Background: an optimization exercise with open tools, aiming at a short achievable clock period, few clock cycles and low power. Do not read the settings as production practice.
Only simulation tests tie the RTL to the original design; equivalence was not proved.
Power and IR drop assume default switching activity.

==> inputs of run a <==
// rast1
module rast1 (
    input             clk,
    input             rst,
    input             host_valid,
    input             host_we,
    input      [2:0]  host_addr,       
    input      [31:0] host_wdata,
    output reg        host_ready,
    output     [31:0] host_rdata,
    output            mem_valid,
    output reg        mem_we,
    output     [31:0] mem_addr,
    output reg [7:0]  mem_wdata,
    input             mem_ready,
    input      [7:0]  mem_rdata,
    input             mem_err
);
clock: 10.0 ns
lec_check: 0
cap_margin: 20
core_margin: 2
core_utilization: 40
place_density: 0.6
slew_margin: 20
standard.sh (not shown) runs the stock make flow with config.mk's settings and CLKGATE_MAP_FILE= SYNTH_SCRIPT=/design/flow/synth_recipe.tcl, a recipe that flattens the netlist after the stock synthesis.
==> flow/flow/run.sh <==
#!/bin/bash
# The standard layout with two changes to how it is made:
# - clock tree synthesis adds no dummy loads (cells hung on clock nets only to
#   balance them) and clusters the flip-flops under clkbuf_16 leaf buffers, at most 20 each;
# - timing repair aims for 6.5 ns of setup slack instead of 0.
# The SDC, the die and every other step are the standard flow's.
# Each tool's output goes to the ORFS logs and to standard.log here.
set -euo pipefail
export CTS_ARGS="-sink_clustering_enable -repair_clock_nets -dont_use_dummy_load -buf_list {sky130_fd_sc_hd__clkbuf_16} -sink_clustering_size 20 -sink_clustering_max_diameter 80"
bash standard.sh SETUP_SLACK_MARGIN=6.5 finish > standard.log 2>&1
==> inputs of run b, as changes to run a <==
--- a/flow/design.v
+++ b/flow/design.v
@@ -36,11 +36,10 @@
     reg [2:0]  hi_b;            
     reg [8:0]  rows_left;
     reg [6:0]  bcnt;            
     reg [2:0]  phase;           
     reg [31:0] sreg;            
-    reg [7:0]  tail;            
     reg [23:0] fbq;             
     assign mem_addr   = fp;
     assign host_rdata = sreg;
     wire first = phase[0];
     wire t1    = hj[0];
@@ -56,11 +55,11 @@
     wire [3:0] w_op    = host_wdata[3:0];
     wire [1:0] w_wsel  = host_wdata[5:4];
     wire       w_legal = legal(host_wdata);
     wire       st_ill  = !legal(cmd);
     wire [1:0] wsel  = cmd[5:4];
-    reg        blit;                                        
+    wire       blit  = cmd[2] & (cmd[0] | cmd[1]);         
     wire       andn  = cmd[2] & ~cmd[0];                   
     wire       span_clr = cmd[2] & ~cmd[1] & ~cmd[0];      
     wire [1:0] nm1   = (wsel == 2'd0) ? 2'd0 : (wsel == 2'd1) ? 2'd1 : 2'd3;   
     wire [3:0] nb4   = {2'd0, nm1} + 4'd1;                                     
     wire signed [17:0] x  = {{2{arg0[15]}}, arg0[15:0]};
@@ -97,38 +96,43 @@
             4'd3, 4'd4: go = rc_ok;
             4'd5, 4'd6: go = bl_yok && c_xok && (x < 18'sd640);
             default:    go = 1'b0;
         endcase
     end
-    wire               go_l   = !st_ill && go;    
     wire               bl_in  = (w_wsel == 2'd0) ? (x < 18'sd632) :
                                 (w_wsel == 2'd1) ? (x < 18'sd624) : (x < 18'sd608);
     wire [4:0]         bl_m   = {(w_wsel[1] ? x[4] : 1'b0), (w_wsel != 2'd0 ? x[3] : 1'b0), x[2:0]};
     wire [6:0]         bl_j0  = x[17] ? 7'd0 :
                                 {x[9:5], (w_wsel[1] ? 1'b0 : x[4]), (w_wsel != 2'd0 ? 1'b0 : x[3])};
     wire [7:0] mk_lo = first ? (8'hFF >> lo_b) : 8'hFF;
     wire [7:0] mk_hi = (bcnt == 7'd0) ? (8'hFF << (3'd7 - hi_b)) : 8'hFF;
     wire [7:0] sp_mk = mk_lo & mk_hi;
     wire [3:0] p_init = t1 ? (4'd0 - {2'd0, hi_b[1:0]}) : (nb4 - {2'd0, hi_b[1:0]});
-    wire       vcur   = !p[3] && (p[2:0] <= {1'b0, nm1});       
-    wire       vend   = (p == nb4);                             
-    reg  [7:0] scur;
+    wire [3:0] pm1    = p - 4'd1;
+    wire       vcur   = !p[3]   && (p[2:0]   <= {1'b0, nm1});
+    wire       vprev  = !pm1[3] && (pm1[2:0] <= {1'b0, nm1});
+    reg  [7:0] scur, sprev;
     always @(*) begin
         case (p[1:0])
             2'd0: scur = sreg[31:24];
             2'd1: scur = sreg[23:16];
             2'd2: scur = sreg[15:8];
             default: scur = sreg[7:0];
         endcase
+        case (pm1[1:0])
+            2'd0: sprev = sreg[31:24];
+            2'd1: sprev = sreg[23:16];
+            2'd2: sprev = sreg[15:8];
+            default: sprev = sreg[7:0];
+        endcase
+        if (!vcur)  scur  = 8'd0;
+        if (!vprev) sprev = 8'd0;
     end
+    wire [15:0] sfun  = {sprev, scur} >> lo_b;
     wire [7:0] mr     = 8'hFF >> lo_b;
-    wire [7:0] s_bl   = vcur ? scur : vend ? tail : 8'd0;
-    wire [7:0] f_bl   = vcur ? ((p == 4'd0) ? mr : 8'hFF) : vend ? ~mr : 8'd0;
-    wire [7:0] bm_u   = mem_rdata >> lo_b;
-    wire [15:0] bm_w  = {mem_rdata, 8'd0} >> lo_b;
-    wire [7:0] bm_v   = bm_w[7:0];
-    wire [7:0] bm_t   = bm_u | ((bcnt[1:0] == 2'd0) ? 8'd0 : tail);
+    wire [7:0] s_bl   = sfun[7:0];
+    wire [7:0] f_bl   = (vcur ? mr : 8'd0) | (vprev ? ~mr : 8'd0);
     wire [7:0] fbb = (wsel == 2'd0) ? mem_rdata : (wsel == 2'd1) ? fbq[7:0] : fbq[23:16];
     wire [7:0] s_b = blit ? s_bl : (mem_we ? 8'hFF : sp_mk);
     reg  [7:0] merged;
     always @(*) begin
         if (andn)
@@ -186,23 +190,17 @@
             rows_left  <= 9'd0;
             bcnt       <= 7'd0;
             phase      <= 3'd0;
             sreg       <= 32'd0;
             fbq        <= 24'd0;
-            tail       <= 8'd0;
-            blit       <= 1'b0;
         end else begin
             host_ready <= 1'b0;
             if (st_idle) begin
                 fp <= fp_pre;
                 rows_left <= rl;
                 fbq[17:0] <= yh_n;
                 bp <= {13'd0, skip_w};
-                bcnt <= hl_lo[9:3];  lo_b <= hl_lo[2:0];
-                hj   <= hl_hi[9:3];  hi_b <= hl_hi[2:0];
-                tail[6:0]   <= rc_hi[9:3];
-                fbq[20:18]  <= rc_hi[2:0];
                 if (host_valid && !host_ready) begin
                     case (host_addr)
                         3'd0: sreg <= fb_base;
                         3'd1: sreg <= bm_base;
                         3'd2: sreg <= arg0;
@@ -213,24 +211,26 @@
                         default: sreg <= 32'd0;
                     endcase
                     if (host_we && host_addr == 3'd4) begin
                         cmd    <= host_wdata;
                         st_err <= 1'b0;
-                        blit   <= host_wdata[2] & (host_wdata[1] | host_wdata[0]);
-                        state  <= S_SETUP;              
+                        if (w_legal)
+                            state <= S_SETUP;
+                        else
+                            host_ready <= 1'b1;
                         case (w_op)
                             4'd1: begin
                                 bcnt <= x[9:3];  lo_b <= x[2:0];
                                 hj   <= x[9:3];  hi_b <= x[2:0];
                             end
                             4'd2: begin
-                                bcnt <= bcnt;  lo_b <= lo_b;
-                                hj   <= hj;    hi_b <= hi_b;
+                                bcnt <= hl_lo[9:3];  lo_b <= hl_lo[2:0];
+                                hj   <= hl_hi[9:3];  hi_b <= hl_hi[2:0];
                             end
                             4'd3, 4'd4: begin
-                                bcnt <= x[9:3];     lo_b <= x[2:0];
-                                hj   <= tail[6:0];  hi_b <= fbq[20:18];
+                                bcnt <= x[9:3];      lo_b <= x[2:0];
+                                hj   <= rc_hi[9:3];  hi_b <= rc_hi[2:0];
                             end
                             4'd5, 4'd6: begin
                                 bcnt <= bl_j0;
                                 lo_b <= x[2:0];
                                 hi_b <= {1'b0, bl_m[4:3]};
@@ -250,12 +250,12 @@
                         end
                         host_ready <= 1'b1;
                     end
                 end
             end else if (st_setup) begin
-                state     <= go_l ? S_RUN : S_IDLE;
-                host_ready <= !go_l;
+                state     <= go ? S_RUN : S_IDLE;
+                host_ready <= !go;
                 if (blit) begin
                     bcnt   <= 7'd0;
                     phase  <= P_BM;
                     hj[5:2] <= p_init;
                     fp     <= bm_1st;                 
@@ -295,16 +295,15 @@
                     end else begin
                         if (phase[0])
                             fbq <= {fbq[15:0], mem_rdata};
                         if (!phase[0]) begin
                             case (bcnt[1:0])
-                                2'd0: sreg[31:24] <= bm_t;
-                                2'd1: sreg[23:16] <= bm_t;
-                                2'd2: sreg[15:8]  <= bm_t;
-                                default: sreg[7:0] <= bm_t;
+                                2'd0: sreg[31:24] <= mem_rdata;
+                                2'd1: sreg[23:16] <= mem_rdata;
+                                2'd2: sreg[15:8]  <= mem_rdata;
+                                default: sreg[7:0] <= mem_rdata;
                             endcase
-                            tail <= bm_v;
                             if (c_last) begin
                                 bcnt  <= 7'd0;
                                 phase <= t1 ? P_T1R : P_T2R;
                                 fp    <= bp;              
                                 bp    <= fp_1;            
==> flow/flow/run.sh (replaced) <==
#!/bin/bash
# The standard layout with two changes to how it is made:
# - clock tree synthesis adds no dummy loads (cells hung on clock nets only to
#   balance them) and clusters the flip-flops under clkbuf_16 leaf buffers, at most 20 each;
# - timing repair aims for 7 ns of setup slack instead of 0.
# The SDC, the die and every other step are the standard flow's.
# Each tool's output goes to the ORFS logs and to standard.log here.
set -euo pipefail
export CTS_ARGS="-sink_clustering_enable -repair_clock_nets -dont_use_dummy_load -buf_list {sky130_fd_sc_hd__clkbuf_16} -sink_clustering_size 20 -sink_clustering_max_diameter 80"
bash standard.sh SETUP_SLACK_MARGIN=7 finish > standard.log 2>&1
==> run notes <==
quantity                                                                    run a       run b
Number of storage elements in the synthesis netlist                           335         326
NonClk Buf Share                                                            9.20%       14.3%
Number of vias in the routed layout                                         34200       34800
Count of clock tree sinks                                                     335         326
Met3 usage                                                                  9.62%       12.5%
Routability congestion estimate                                              1.05        1.06
Placed cell areas                                                      31400 um^2  31300 um^2
Maximum number of pins on one net before global-route repair                  107         201
Status                                                   timing/DRC/antenna clean  timing/DRC/antenna clean
Period minus WS final                                                     3.59 ns     3.65 ns
Number of antenna violations at the first check in global routing               3           2
HPWL after detailed placement                                              107 mm      102 mm
Max transition margin                                                       35.1%       18.9%
Buffers & Inverters on Critical Path                                            5           9
Multi-In Gates                                                               3284        3211
Post-synthesis xor/xnor area fraction                                       5.60%       6.19%
Startpoint class of the critical path                               primary input        flop
Num sequential                                                                335         326
Via-per-instance ratio                                                       6.69        6.67
Final core utilization                                                      47.5%       53.9%
Cell count after placement                                                   4931        4841
Number of optimization iterations in the first detailed-route pass             10          13
Reported sequential group power                                           1.46 mW     1.34 mW
Fraction of standard cell area in multi-input logic                         63.3%       60.9%
Testbench counts of run a, summed over its fixed seeds: cycles 175,830.
Testbench counts of run b, summed over its fixed seeds: cycles 175,830.

[port drivers added, routing unchanged]
The results above use ideal ports. As a check the final layouts listed here were re-extracted and re-timed, cells and wires unchanged.
Step 1: set_driving_cell puts a clkbuf_16 on clk and a buf_2 on each other input, an assumption about the parent block.
Step 2, shift: input delay + t, output delay - t, t = (earliest + latest rising clock arrival at the registers) / 2. This alone moves slack from input paths to output paths.
a / b / c = ideal / step 1 / step 2; a / b = the first two.
run | t (ns) | setup slack, ns | hold WS [ns] | worst setup path after step 2 | latest minus earliest clock arrival (ns)
run a | 0.662 | 6.411 / 6.437 / 5.775 | 0.481 / 0.481 / 0.481 | input to register | 0.038 / 0.038
run b | 0.684 | 6.354 / 6.354 / 5.751 | 0.475 / 0.475 / 0.475 | input to register | 0.084 / 0.083
After both steps setup and hold are still met in every run listed. The setup slack of run a, which loses most, moves by +0.026 ns with the drivers and by -0.636 ns with both steps.
